Background: an optimization exercise with open tools, aiming at small area and a short achievable clock period. Do not read the settings as production practice.
The RTL was checked by simulation tests, not by an equivalence proof against the original design.
Power figures rest on the tool's default switching activity, not on a simulated workload.

## red
## frame_link_responder
module frame_link_responder (
    input  wire        clk,
    input  wire        rst,           
    input  wire        byte_valid,
    input  wire [7:0]  rx_byte,
    output wire [7:0]  tx_byte,
    output wire        s_sync,
    input  wire        tbl_we,
    input  wire [3:0]  tbl_idx,
    input  wire        tbl_en,
    input  wire [15:0] tbl_id,
    input  wire [31:0] tbl_val,
    output reg         pull_query,
    output reg  [3:0]  pull_idx,
    output reg         frame_valid,
    output wire        frame_pull,
    output wire [15:0] frame_id,
    output wire [31:0] frame_value,
    input  wire        wd_inc,
    input  wire        wd_expire,
    input  wire [15:0] wd_threshold,
    output reg         wd_safety,
    output reg         wd_tripped
);
    reg        sync_r;
    reg [8:0]  ph;            
    reg [7:0]  id0, id1;
    reg [31:0] vb;            
    reg        is_pull;
    reg [7:0]  tx_reg;
  ...
Size in the first run: about 36000 µm² of cells after synthesis.
Settings: LEC_CHECK=0, CAP_MARGIN=20, CORE_MARGIN=2, CORE_UTILIZATION=40, PLACE_DENSITY=0.7, SETUP_SLACK_MARGIN=3.0, SLEW_MARGIN=20, TNS_END_PERCENT=10; clock period 5.5 ns.
standard.sh (not shown) runs the stock make flow with config.mk's settings and CLKGATE_MAP_FILE= SYNTH_SCRIPT=/design/flow/synth_recipe.tcl, a recipe that flattens the netlist after the stock synthesis.
==> flow/flow/run.sh <==
#!/bin/bash
set -euo pipefail
bash standard.sh finish \
  BUFFER_PORTS_ARGS="-buffer_cell sky130_fd_sc_hd__buf_2" \
  CTS_ARGS="-sink_clustering_enable -repair_clock_nets -dont_use_dummy_load -sink_clustering_size 25 -sink_clustering_max_diameter 80" \
  > standard_flow.log 2>&1
Inputs modified between red and blue:
Settings: a deleted PLACE_DENSITY that had been 0.7.
Notes after the runs:
- Biggest fanout along the worst timing path (lower): red
- Design area: blue vs red — no meaningful difference
- Higher wire length of the first global-routing pass was reported by blue, not red.
- Diff red -> blue | count of inverters not on the clock network in the layout | decrease of 1
- Looking at red and blue, the worst hold slack is a wash.
- blue: done, clean on timing, DRC and antenna
- red finished end to end and its layout was clean on timing, DRC and antenna.
- ~same multi-input combinational area share in red and blue

========
Setup of run A:
The RTL this note starts from:
==> flow/design.v <==
module frame_link_responder (
    input  wire        clk,
    input  wire        rst,           
    input  wire        byte_valid,
    input  wire [7:0]  rx_byte,
    output wire [7:0]  tx_byte,
    output wire        s_sync,
    input  wire        tbl_we,
    input  wire [3:0]  tbl_idx,
    input  wire        tbl_en,
    input  wire [15:0] tbl_id,
    input  wire [31:0] tbl_val,
    output reg         pull_query,
    output reg  [3:0]  pull_idx,
    output reg         frame_valid,
    output wire        frame_pull,
    output wire [15:0] frame_id,
    output wire [31:0] frame_value,
    input  wire        wd_inc,
    input  wire        wd_expire,
    input  wire [15:0] wd_threshold,
    output reg         wd_safety,
    output reg         wd_tripped
);
    reg        sync_r;
    reg [8:0]  ph;            
    reg [7:0]  id0, id1;
    reg [31:0] vb;            
    reg        is_pull;
    reg [7:0]  tx_reg;
    assign tx_byte     = tx_reg;
    assign s_sync      = sync_r;
    assign frame_pull  = is_pull;
    assign frame_id    = {id1, id0};
    assign frame_value = vb;
    wire [7:0]  qn_lo = ph[0] ? rx_byte : id0;
    wire [7:0]  qn_hi = ph[1] ? rx_byte : id1;
    wire        in_eq = (tbl_id == {qn_hi, id0});
    wire        in_lo = (tbl_id[7:0] == qn_lo);
    wire [15:0] mn;               
    wire [31:0] val [0:15];
    wire [15:0] s;
    genvar g;
    generate
        for (g = 0; g < 16; g = g + 1) begin : ent
            reg [15:0] t_id;
            reg [31:0] t_val;
            reg        t_en;
            reg        t_lo;
            reg        t_m;
            reg        t_s;
            wire we = tbl_we && (tbl_idx == g);
            always @(posedge clk)
                if (we) begin
                    t_id  <= tbl_id;
                    t_val <= tbl_val;
                end
            always @(posedge clk)
                if (rst)     t_en <= 1'b0;
                else if (we) t_en <= tbl_en;
            always @(posedge clk)
                t_lo <= we ? in_lo : (t_id[7:0] == qn_lo);
            assign mn[g] = we    ? (tbl_en && in_eq) :
                           ph[1] ? (t_en && t_lo && (t_id[15:8] == rx_byte)) :
                                   t_m;
            always @(posedge clk)
                t_m <= mn[g];
            if (g == 0) begin : p0
                always @(posedge clk) t_s <= mn[0];
            end else begin : pn
                always @(posedge clk) t_s <= mn[g] && !(|mn[g-1:0]);
            end
            assign s[g]   = t_s;
            assign val[g] = t_val;
        end
    endgenerate
    reg hit;
    always @(posedge clk) hit <= |mn;
    reg [31:0] hv;
    reg [3:0]  hidx;
    integer i;
    always @(*) begin
        hv   = 32'd0;
        hidx = 4'd0;
        for (i = 0; i < 16; i = i + 1) begin
            hv   = hv | (val[i] & {32{s[i]}});
            hidx = hidx | (i[3:0] & {4{s[i]}});
        end
    end
    wire [7:0] seq_byte = {{4{ph[8]}}, ph[8] | ph[0], ph[8] | ph[1] | ph[2] | ph[3] | ph[4],
                           ph[8] | ph[1] | ph[2] | ph[5] | ph[6],
                           ph[8] | ph[1] | ph[3] | ph[5] | ph[7]};
    wire [7:0] vtop = is_pull ? vb[7:0] : rx_byte;
    always @(posedge clk) begin
        if (rst) begin
            sync_r      <= 1'b0;
            ph          <= 9'd1;
            tx_reg      <= 8'd0;
            pull_query  <= 1'b0;
            frame_valid <= 1'b0;
        end else begin
            pull_query  <= 1'b0;
            frame_valid <= 1'b0;
            if (byte_valid) begin
                if (!sync_r) begin
                    if (rx_byte == seq_byte) begin
                        if (ph[8]) begin                     
                            sync_r <= 1'b1;
                            ph     <= 9'd1;
                            tx_reg <= 8'h00;
                        end else begin                       
                            ph     <= {ph[7:0], 1'b0};
                            tx_reg <= seq_byte;
                        end
                    end else begin                           
                        ph     <= 9'd1;
                        tx_reg <= 8'h00;
                    end
                end else begin
                    ph <= {ph[7:0], 1'b0};
                    if (ph[0]) begin
                        id0    <= rx_byte;
                        tx_reg <= rx_byte;
                    end
                    if (ph[1]) begin
                        id1    <= rx_byte;
                        tx_reg <= rx_byte;
                    end
                    if (ph[2]) begin                          
                        is_pull <= hit;
                        if (hit) begin
                            vb         <= {hv[7:0], hv[31:8]};
                            tx_reg     <= hv[7:0];
                            pull_query <= 1'b1;
                            pull_idx   <= hidx;
                        end else begin
                            vb     <= {rx_byte, vb[31:8]};
                            tx_reg <= rx_byte;
                        end
                    end
                    if (ph[3] | ph[4] | ph[5]) begin          
                        vb     <= {vtop, vb[31:8]};
                        tx_reg <= vtop;
                    end
                    if (ph[6] | ph[7]) begin
                        if (rx_byte == 8'hFF) begin           
                            tx_reg <= ph[7] ? id1 : id0;
                        end else begin                        
                            tx_reg <= 8'h00;
                            ph     <= 9'd1;
                            sync_r <= 1'b0;
                        end
                    end
                    if (ph[8]) begin                          
                        tx_reg      <= 8'h00;
                        ph          <= 9'd1;
                        frame_valid <= 1'b1;
                    end
                end
            end
        end
    end
    reg [15:0] wd_counter;
    always @(posedge clk) begin
        if (rst) begin
            wd_counter <= 16'd0;
            wd_safety  <= 1'b0;
            wd_tripped <= 1'b0;
        end else begin
            wd_safety <= 1'b0;
            if (wd_expire) begin                              
                if (wd_counter < wd_threshold) begin
                    wd_tripped <= 1'b1;
                    wd_safety  <= 1'b1;
                end else begin
                    wd_tripped <= 1'b0;
                end
                wd_counter <= {15'd0, wd_inc};
            end else if (wd_inc && wd_counter != 16'hFFFF) begin  
                wd_counter <= wd_counter + 16'd1;
            end
        end
    end
endmodule
==> flow/config.mk <==
export PLATFORM = sky130hd
export DESIGN_NAME = frame_link_responder
export DESIGN_NICKNAME = frame_link_responder
export VERILOG_FILES = /design/flow/design.v
export SDC_FILE = /design/flow/constraint.sdc
export NUM_CORES = 4
export LEC_CHECK = 0
export CAP_MARGIN = 20
export CORE_MARGIN = 2
export CORE_UTILIZATION = 40
export SETUP_SLACK_MARGIN = 3.0
export SLEW_MARGIN = 20
export TNS_END_PERCENT = 10
==> flow/constraint.sdc <==
create_clock -name core_clock -period 5.5 [get_ports {clk}]
set_input_delay 1.1000 -clock core_clock [delete_from_list [all_inputs] [get_ports {clk}]]
set_output_delay 1.1000 -clock core_clock [all_outputs]
set_load 0.01 [all_outputs]
==> flow/flow/run.sh <==
#!/bin/bash
set -euo pipefail
bash standard.sh finish \
  BUFFER_PORTS_ARGS="-buffer_cell sky130_fd_sc_hd__buf_2" \
  CTS_ARGS="-sink_clustering_enable -repair_clock_nets -dont_use_dummy_load -sink_clustering_size 25 -sink_clustering_max_diameter 100" \
  > standard_flow.log 2>&1
Run A was carried through to the last stage, and its layout satisfied the timing, DRC and antenna checks.
Modified inputs, run B compared to run A
- swapping 3.0 for 2.8 in SETUP_SLACK_MARGIN
==> flow/flow/run.sh <==
#!/bin/bash
set -euo pipefail
bash standard.sh finish \
  BUFFER_PORTS_ARGS="-buffer_cell sky130_fd_sc_hd__buf_2" \
  CTS_ARGS="-sink_clustering_enable -repair_clock_nets -dont_use_dummy_load -sink_clustering_size 25 -sink_clustering_max_diameter 80" \
  > standard_flow.log 2>&1
Notes after the runs:
Global-route usage essentially unchanged between run A and run B.
Across both runs, post-route worst setup slack was lower for run B than for run A.
After synthesis and placement, the instance count of run B is below that of run A.
Design area (run B over run A): decrease, about 2%
Compared with run A, run B is the more power-hungry design.
Run B | status: complete | timing, DRC, antenna: pass
Of run B and run A, the run reporting the lower register-to-register slack was run B.
Input-level comparison between run C and run B:
- SETUP_SLACK_MARGIN: 2.8 -> 3.0
==> flow/flow/run.sh <==
#!/bin/bash
set -euo pipefail
bash standard.sh finish \
  BUFFER_PORTS_ARGS="-buffer_cell sky130_fd_sc_hd__buf_2" \
  CTS_ARGS="-sink_clustering_enable -repair_clock_nets -dont_use_dummy_load" \
  > standard_flow.log 2>&1
### Flow results
Run B -> run C: clock power increased by more than a quarter. Going from run B to run C, part of the power in registers fell by 8.5 points; total number of vias rose by 153. | proportion of cell area spent on the clock network | run C vs run B | 2.7 points higher |. Comparing detailed-route wire length per cell for run C and run B, the smaller number came from run C. Changes observed in run C relative to run B: fmax saw an increase; worst hold slack saw a decrease; routed wire length saw an increase; setup slack saw an increase. Changes observed in run C relative to run B: global-route usage rose 0.23 points, detailed-route wire length on metal 1 saw a decrease. A destination of the critical timing path of hit is what run C shows, while ent[8].t_id[15] belongs to run B.

==> static timing again, ports no longer ideal <==
Ports are ideal in the flow. The routed layouts listed here were re-timed in OpenROAD. Step 1: set_driving_cell puts a clkbuf_16 on clk and a buf_2 on each other input, an assumption about the parent block. Step 2, shift: input delay + t, output delay - t, t = (earliest + latest rising clock arrival at the registers) / 2. This alone moves slack from input paths to output paths. a / b / c = ideal ports / drivers / drivers and shift; a / b = the first two.
run | shift t [ns] | setup WS [ns] | clock arrival spread, ns | worst slew at a driven data input, ns
red | 0.656 | 2.736 / 2.764 / 2.108 | 0.082 / 0.083 | 0.16
blue | 0.663 | 2.779 / 2.749 / 2.085 | 0.069 / 0.069 | 0.14
run A | 0.655 | 2.797 / 2.741 / 2.086 | 0.052 / 0.052 | 0.19
run B | 0.647 | 2.689 / 2.685 / 2.037 | 0.088 / 0.089 | 0.15
run C | 0.684 | 2.750 / 2.725 / 2.041 | 0.063 / 0.063 | 0.17
After both steps setup and hold are still met in every run listed. For run A, which loses most, drivers alone change the setup slack by -0.056 ns; drivers and shift together by -0.711 ns.
